This is an optimization exercise on Yosys and OpenROAD, whose aim is small area, a short achievable clock period and few clock cycles per item, not a production implementation. At most, simulation tests tie the RTL to the original design; equivalence was not proved. Power figures rest on the tool's default switching activity, not on a simulated workload.

Design tc_uplink_codec, start of the top module:
module tc_uplink_codec (
    input  wire        clk,
    input  wire        rst_n,
    input  wire        in_valid,
    output reg         in_ready,
    input  wire [7:0]  in_data,
    input  wire        in_last,
    input  wire [1:0]  in_op,
    output reg         out_valid,
    input  wire        out_ready,
    output reg  [7:0]  out_data,
    output reg         out_last,
    output wire [15:0] out_res
);
==> flow/config.mk <==
export PLATFORM = sky130hd
export DESIGN_NAME = tc_uplink_codec
export DESIGN_NICKNAME = tc_uplink_codec
export VERILOG_FILES = /design/flow/design.v
export SDC_FILE = /design/flow/constraint.sdc
export NUM_CORES = 4
export LEC_CHECK = 0
export ABC_AREA = 1
export CAP_MARGIN = 20
export CORE_MARGIN = 2
export CORE_UTILIZATION = 40
export PLACE_DENSITY = 0.6
export SETUP_SLACK_MARGIN = 3.0
export SLEW_MARGIN = 20
export TNS_END_PERCENT = 0
==> flow/constraint.sdc <==
create_clock -name core_clock -period 5.0 [get_ports {clk}]
set_input_delay 1.0000 -clock core_clock [delete_from_list [all_inputs] [get_ports {clk}]]
set_output_delay 1.0000 -clock core_clock [all_outputs]
set_load 0.01 [all_outputs]
standard.sh (not shown) runs the stock make flow with config.mk's settings and CLKGATE_MAP_FILE= SYNTH_SCRIPT=/design/flow/synth_recipe.tcl, a recipe that flattens the netlist after the stock synthesis.
==> flow/flow/run.sh <==
#!/bin/bash
# Standard layout, with plain buffers (not delay cells) on the ports.
set -euo pipefail
export BUFFER_PORTS_ARGS="-buffer_cell sky130_fd_sc_hd__buf_2"
bash standard.sh > standard.log 2>&1
The starting point went through all stages and came out clean.
Rerun with:
--- a/flow/design.v
+++ b/flow/design.v
@@ -139,47 +139,22 @@
                 end
             end
             S_FILL: if (prod && cnt == 3'b100) state_next = S_PAR;
             S_PAR:  if (prod) state_next = (src == SRC_DONE) ? S_TAIL : S_BODY;
             S_TAIL: if (prod && cnt == 3'b100) state_next = S_IDLE;
             default: state_next = S_IDLE;
         endcase
     end
     wire skid_next = !load && (skid_full || prod);
-    wire st_bd    = st_body && (src == SRC_DATA);
-    wire idle_eb  = idle_go && in_op[1];
-    wire cnt_end  = (cnt == 3'b100);
-    wire cltu_end = op_cltu && cnt_end;
-    reg  bd_int, bd_data;    
-    always @(*) begin
-        bd_int  = 1'b0;
-        bd_data = 1'b0;
-        case (state)
-            S_SYNC1: begin
-                bd_int  = !int_go;
-                bd_data = int_go;
-            end
-            S_BODY: bd_int = !(int_go && src == SRC_CRCLO && !op_cltu);
-            S_FILL: bd_int = 1'b1;
-            S_PAR: begin
-                bd_int  = !int_go || (src != SRC_DATA);
-                bd_data = int_go && (src == SRC_DATA);
-            end
-            S_TAIL: bd_int = !(int_go && cnt_end);
-            default: ;
-        endcase
-    end
-    wire take_int1 = op_crc || op_cltu;
-    wire data_int  = in_last ? take_int1 : cltu_end;
-    wire body_data_next = st_idle ? (idle_go && !in_op[1]) :
-                          st_bd   ? (!take || (!in_last && !cltu_end)) : bd_data;
-    wire int_next  = st_idle ? idle_eb :
-                     st_bd   ? (take && data_int) : bd_int;
+    wire body_data_next = (state_next == S_BODY) && (src_upd == SRC_DATA);
+    wire int_next  = (state_next == S_SYNC1) || (state_next == S_FILL) ||
+                     (state_next == S_PAR) || (state_next == S_TAIL) ||
+                     ((state_next == S_BODY) && (src_upd == SRC_CRCHI || src_upd == SRC_CRCLO));
     always @(posedge clk) begin
         if (!rst_n) begin
             out_valid <= 1'b0;
             skid_full <= 1'b0;
         end else begin
             skid_full <= skid_next;
             if (load)
                 out_valid <= skid_full || prod;
         end
The new run completed with no timing, DRC or antenna violations. Clock skew climbs by 0.0038 ns. Sequential power drops by 21%. Maximum frequency drops by 0.92%. Sequential share of layout area climbs by 0.30 points. Clock power climbs by 9.2%. Sequential cell count stays the same. Synthesized cell count drops by 13%. Setup slack degrades by 0.019 ns.
Testbench counts after the change, summed over its fixed seeds: cycles 19,099, bytes 15,499.
No functional check of the RTL was part of the first run of this note.

---

== the baseline ==
Another version of the RTL of tc_uplink_codec (not shown whole).
Size: ~66 flip-flops, about 0.0040 sq mm of cells after synthesis.
Design tc_uplink_codec, start of the top module:
module tc_uplink_codec (
    input  wire        clk,
    input  wire        rst_n,
    input  wire        in_valid,
    output reg         in_ready,
    input  wire [7:0]  in_data,
    input  wire        in_last,
    input  wire [1:0]  in_op,
    output reg         out_valid,
    input  wire        out_ready,
    output reg  [7:0]  out_data,
    output reg         out_last,
    output wire [15:0] out_res
);
==> module tc_uplink_codec, before the edit <==
module tc_uplink_codec (
    input  wire        clk,
    input  wire        rst_n,
    input  wire        in_valid,
    output reg         in_ready,
    input  wire [7:0]  in_data,
    input  wire        in_last,
    input  wire [1:0]  in_op,
    output reg         out_valid,
    input  wire        out_ready,
    output reg  [7:0]  out_data,
    output reg         out_last,
    output wire [15:0] out_res
);
    localparam [1:0] OP_CRC  = 2'd0;
    localparam [1:0] OP_SCR  = 2'd1;
    localparam [1:0] OP_CLTU = 2'd2;
    localparam [1:0] OP_TC   = 2'd3;
    localparam [2:0] S_IDLE  = 3'd0;
    localparam [2:0] S_SYNC1 = 3'd1;
    localparam [2:0] S_BODY  = 3'd2;
    localparam [2:0] S_FILL  = 3'd3;
    localparam [2:0] S_PAR   = 3'd4;
    localparam [2:0] S_TAIL  = 3'd5;
    localparam [1:0] SRC_DATA  = 2'd0;
    localparam [1:0] SRC_CRCHI = 2'd1;
    localparam [1:0] SRC_CRCLO = 2'd2;
    localparam [1:0] SRC_DONE  = 2'd3;
    function [15:0] crc16_byte;
        input [15:0] c;
        input [7:0]  b;
        integer k;
        reg [15:0] r;
        begin
            r = c ^ {b, 8'h00};
            for (k = 0; k < 8; k = k + 1)
                r = r[15] ? ((r << 1) ^ 16'h1021) : (r << 1);
            crc16_byte = r;
        end
    endfunction
    function [7:0] par_step;
        input [7:0] a;
        input [7:0] b;
        reg [7:0] x;
        begin
            x = a ^ b;
            par_step = {x[6:0], x[7]};
        end
    endfunction
    function [7:0] scr_step;
        input [7:0] y;
        scr_step = {y[0] ^ y[2] ^ y[7], y[4] ^ y[7], y[3] ^ y[6], y[2] ^ y[5],
                    y[1] ^ y[4], y[0] ^ y[3], y[0] ^ y[7], y[1] ^ y[4] ^ y[7]};
    endfunction
    reg [2:0]  state;
    reg [1:0]  op;
    reg [1:0]  src;
    reg        first;      
    reg [15:0] res;        
    reg        carry;      
    reg [7:0]  scr;        
    reg [7:0]  blk_par;    
    reg [2:0]  cnt;        
    reg        int_go;     
    reg        skid_full;
    reg [7:0]  skid_data;
    reg        skid_last;
    assign out_res = res;
    wire st_idle = (state == S_IDLE);
    wire st_body = (state == S_BODY);
    wire st_fill = (state == S_FILL);
    wire st_par  = (state == S_PAR);
    wire st_tail = (state == S_TAIL);
    wire op_crc  = (op == OP_CRC) || (op == OP_TC);
    wire op_scr  = (op == OP_SCR) || (op == OP_TC);
    wire op_cltu = op[1];
    wire load = !out_valid || out_ready;
    wire idle_go = st_idle && in_valid && !skid_full &&
                   !(out_valid && out_last && !out_ready);
    wire take    = in_ready && in_valid;
    wire prod    = take || int_go || (idle_go && in_op[1]);
    reg [7:0] pay_byte;
    always @(*) begin
        case (src)
            SRC_CRCHI: pay_byte = res[15:8];
            SRC_CRCLO: pay_byte = res[7:0];
            default:   pay_byte = in_data;
        endcase
    end
    wire [7:0] coded_byte = op_scr ? (pay_byte ^ scr) : pay_byte;
    reg [1:0] src_next;
    always @(*) begin
        case (src)
            SRC_DATA:  src_next = in_last ? (op_crc ? SRC_CRCHI : SRC_DONE) : SRC_DATA;
            SRC_CRCHI: src_next = SRC_CRCLO;
            default:   src_next = SRC_DONE;
        endcase
    end
    wire pay_final = (src_next == SRC_DONE);
    reg [7:0] prod_data;
    reg       prod_last;
    always @(*) begin
        prod_data = coded_byte;
        prod_last = 1'b0;
        case (state)
            S_IDLE:  prod_data = 8'hEB;
            S_SYNC1: prod_data = 8'h90;
            S_BODY:  prod_last = !op_cltu && pay_final;
            S_FILL:  prod_data = 8'h55;
            S_PAR:   prod_data = blk_par;
            S_TAIL: begin
                prod_data = 8'hC5;
                prod_last = (cnt == 3'd6);
            end
            default: ;
        endcase
    end
    reg [2:0] state_next;
    reg [1:0] src_upd;
    always @(*) begin
        state_next = state;
        src_upd    = src;
        case (state)
            S_IDLE: begin
                src_upd = SRC_DATA;
                if (idle_go)
                    state_next = in_op[1] ? S_SYNC1 : S_BODY;
            end
            S_SYNC1: if (prod) state_next = S_BODY;
            S_BODY: if (prod) begin
                src_upd = src_next;
                if (op_cltu) begin
                    if (cnt == 3'd6)
                        state_next = S_PAR;
                    else if (pay_final)
                        state_next = S_FILL;
                end else if (pay_final) begin
                    state_next = S_IDLE;
                end
            end
            S_FILL: if (prod && cnt == 3'd6) state_next = S_PAR;
            S_PAR:  if (prod) state_next = (src == SRC_DONE) ? S_TAIL : S_BODY;
            S_TAIL: if (prod && cnt == 3'd6) state_next = S_IDLE;
            default: state_next = S_IDLE;
        endcase
    end
    wire skid_next = !load && (skid_full || prod);
    wire body_data_next = (state_next == S_BODY) && (src_upd == SRC_DATA);
    wire int_next  = (state_next == S_SYNC1) || (state_next == S_FILL) ||
                     (state_next == S_PAR) || (state_next == S_TAIL) ||
                     ((state_next == S_BODY) && (src_upd == SRC_CRCHI || src_upd == SRC_CRCLO));
    always @(posedge clk) begin
        if (!rst_n) begin
            out_valid <= 1'b0;
            skid_full <= 1'b0;
        end else begin
            skid_full <= skid_next;
            if (load)
                out_valid <= skid_full || prod;
        end
        if (load) begin
            out_data <= skid_full ? skid_data : prod_data;
            out_last <= skid_full ? skid_last : prod_last;
        end
        if (!skid_full) begin
            skid_data <= prod_data;
            skid_last <= prod_last;
        end
    end
    wire       cin   = st_par || carry;
    wire [2:0] pair  = {1'b0, res[1:0]} + {2'b00, cin};
    always @(posedge clk) begin
        if (!rst_n) begin
            state    <= S_IDLE;
            in_ready <= 1'b0;
            int_go   <= 1'b0;
        end else begin
            state    <= state_next;
            in_ready <= body_data_next && !skid_next;
            int_go   <= int_next && !skid_next;
        end
        src <= src_upd;
        if (st_idle) begin
            scr     <= 8'hFF;
            first   <= 1'b1;
            blk_par <= 8'h00;
            cnt     <= 3'd0;
            carry   <= 1'b0;
        end
        if (idle_go) begin
            op  <= in_op;
            res <= {16{in_op[0] ~^ in_op[1]}};
        end
        if (prod && !st_idle) begin
            if (op == OP_CLTU) begin
                res   <= {pair[1:0], res[15:2]};
                carry <= pair[2];
            end
            if (st_body || st_fill || st_par)
                blk_par <= par_step(blk_par, prod_data);
            if (op_cltu && (st_body || st_fill || st_tail))
                cnt <= (cnt == 3'd6) ? 3'd0 : cnt + 3'd1;
        end
        if (take) begin
            first <= 1'b0;
            case (op)
                OP_SCR:  res[7:0] <= par_step(res[7:0], in_data);
                OP_CLTU: ;
                default: res <= crc16_byte(res, in_data);
            endcase
        end
        if (prod && st_body) begin
            scr <= scr_step(scr);
            if (first) begin
                scr[0] <= 1'b0;
                scr[1] <= 1'b1;
                scr[5] <= 1'b1;
                scr[6] <= 1'b1;
                scr[7] <= 1'b0;
            end
        end
    end
endmodule
export LEC_CHECK = 0
export ABC_AREA = 1
export CAP_MARGIN = 20
export CORE_MARGIN = 2
export CORE_UTILIZATION = 40
export PLACE_DENSITY = 0.6
export SETUP_SLACK_MARGIN = 2.9
export SLEW_MARGIN = 20
create_clock -name core_clock -period 5.0 [get_ports {clk}]
Scripts as last shown in full above: flow/flow/run.sh
Testbench counts of the baseline, summed over its fixed seeds: cycles 19,099, bytes 15,499.
#### Input delta (the candidate over the baseline)
diff --git a/flow/design.v b/flow/design.v
--- a/flow/design.v
+++ b/flow/design.v
@@ -111,5 +111,5 @@
             S_TAIL: begin
                 prod_data = 8'hC5;
-                prod_last = (cnt == 3'd6);
+                prod_last = (cnt == 3'b100);
             end
             default: ;
@@ -131,5 +131,5 @@
                 src_upd = src_next;
                 if (op_cltu) begin
-                    if (cnt == 3'd6)
+                    if (cnt == 3'b100)
                         state_next = S_PAR;
                     else if (pay_final)
@@ -139,7 +139,7 @@
                 end
             end
-            S_FILL: if (prod && cnt == 3'd6) state_next = S_PAR;
+            S_FILL: if (prod && cnt == 3'b100) state_next = S_PAR;
             S_PAR:  if (prod) state_next = (src == SRC_DONE) ? S_TAIL : S_BODY;
-            S_TAIL: if (prod && cnt == 3'd6) state_next = S_IDLE;
+            S_TAIL: if (prod && cnt == 3'b100) state_next = S_IDLE;
             default: state_next = S_IDLE;
         endcase
@@ -185,5 +185,5 @@
             first   <= 1'b1;
             blk_par <= 8'h00;
-            cnt     <= 3'd0;
+            cnt     <= 3'b001;
             carry   <= 1'b0;
         end
@@ -200,5 +200,5 @@
                 blk_par <= par_step(blk_par, prod_data);
             if (op_cltu && (st_body || st_fill || st_tail))
-                cnt <= (cnt == 3'd6) ? 3'd0 : cnt + 3'd1;
+                cnt <= {cnt[1:0], cnt[2] ^ cnt[1]};
         end
         if (take) begin
@@ -207,5 +207,5 @@
                 OP_SCR:  res[7:0] <= par_step(res[7:0], in_data);
                 OP_CLTU: ;
-                default: res <= crc16_byte(res, in_data);
+                default: res <= crc16_byte(res, 8'h00) ^ crc16_byte(16'h0000, in_data);
             endcase
         end
## What came out
- The switching share of total power in the candidate sits 0.31 points above the value recorded for the baseline.
- When the candidate is measured against the baseline, its part of the power in combinational logic turns out 6.4 points lower.
- Taking the baseline as the reference, in the candidate register-to-register slack now sits higher; internal power consumption fell about 20%.
- Minimum clock period: lower on the candidate
- Diff the baseline -> the candidate: critical path depth -1, sequential share of layout area went up by 1.6 points.
- Delta (the candidate minus the baseline): synthesized cell count fell 28; total power fell about 20%; sequential cell fraction of total power rose 5.8 points; chip height about even; total wire length fell about 7%.
- As of the candidate, count of placed standard cells including taps had fallen by a few percent compared to the baseline.
- In the candidate, the number of gates given a new drive strength after cts came out 11 below the value in the baseline.
Testbench counts of the candidate, summed over its fixed seeds: cycles 19,099, bytes 15,499.

port drivers added, routing unchanged:
In the flow no input, the clock included, has a driving cell. The finished layouts below were timed again as built, in two steps.
Step 1 (the two cells are an assumption about what drives the block):
set clk [get_ports {clk}]
set_driving_cell -lib_cell sky130_fd_sc_hd__clkbuf_16 $clk
set_driving_cell -lib_cell sky130_fd_sc_hd__buf_2 [delete_from_list [all_inputs] $clk]
Step 2 times the ports against the registers' clock, not the clock port: input delays grow and output delays shrink by t, the midpoint of the rising clock arrivals with the driver on.
a / b / c = ideal ports / drivers / drivers and shift; a / b = the first two.
run	t, ns	setup slack, ns	worst hold slack (ns)	worst data-port slew with drivers (ns)	cell pins on the clock port's net
the first run of note 1	0.380	2.925 / 2.893 / 2.599	0.468 / 0.468 / 0.468	0.03	1
the second run of note 1	0.384	2.905 / 2.883 / 2.515	0.464 / 0.464 / 0.464	0.05	1
the baseline	0.392	2.878 / 2.858 / 2.470	0.466 / 0.466 / 0.466	0.05	1
the candidate	0.376	2.881 / 2.866 / 2.490	0.460 / 0.460 / 0.460	0.06	1
After both steps every run listed still meets setup and hold. The setup slack of the baseline, which loses most, moves by -0.020 ns with the drivers and by -0.408 ns with both steps.
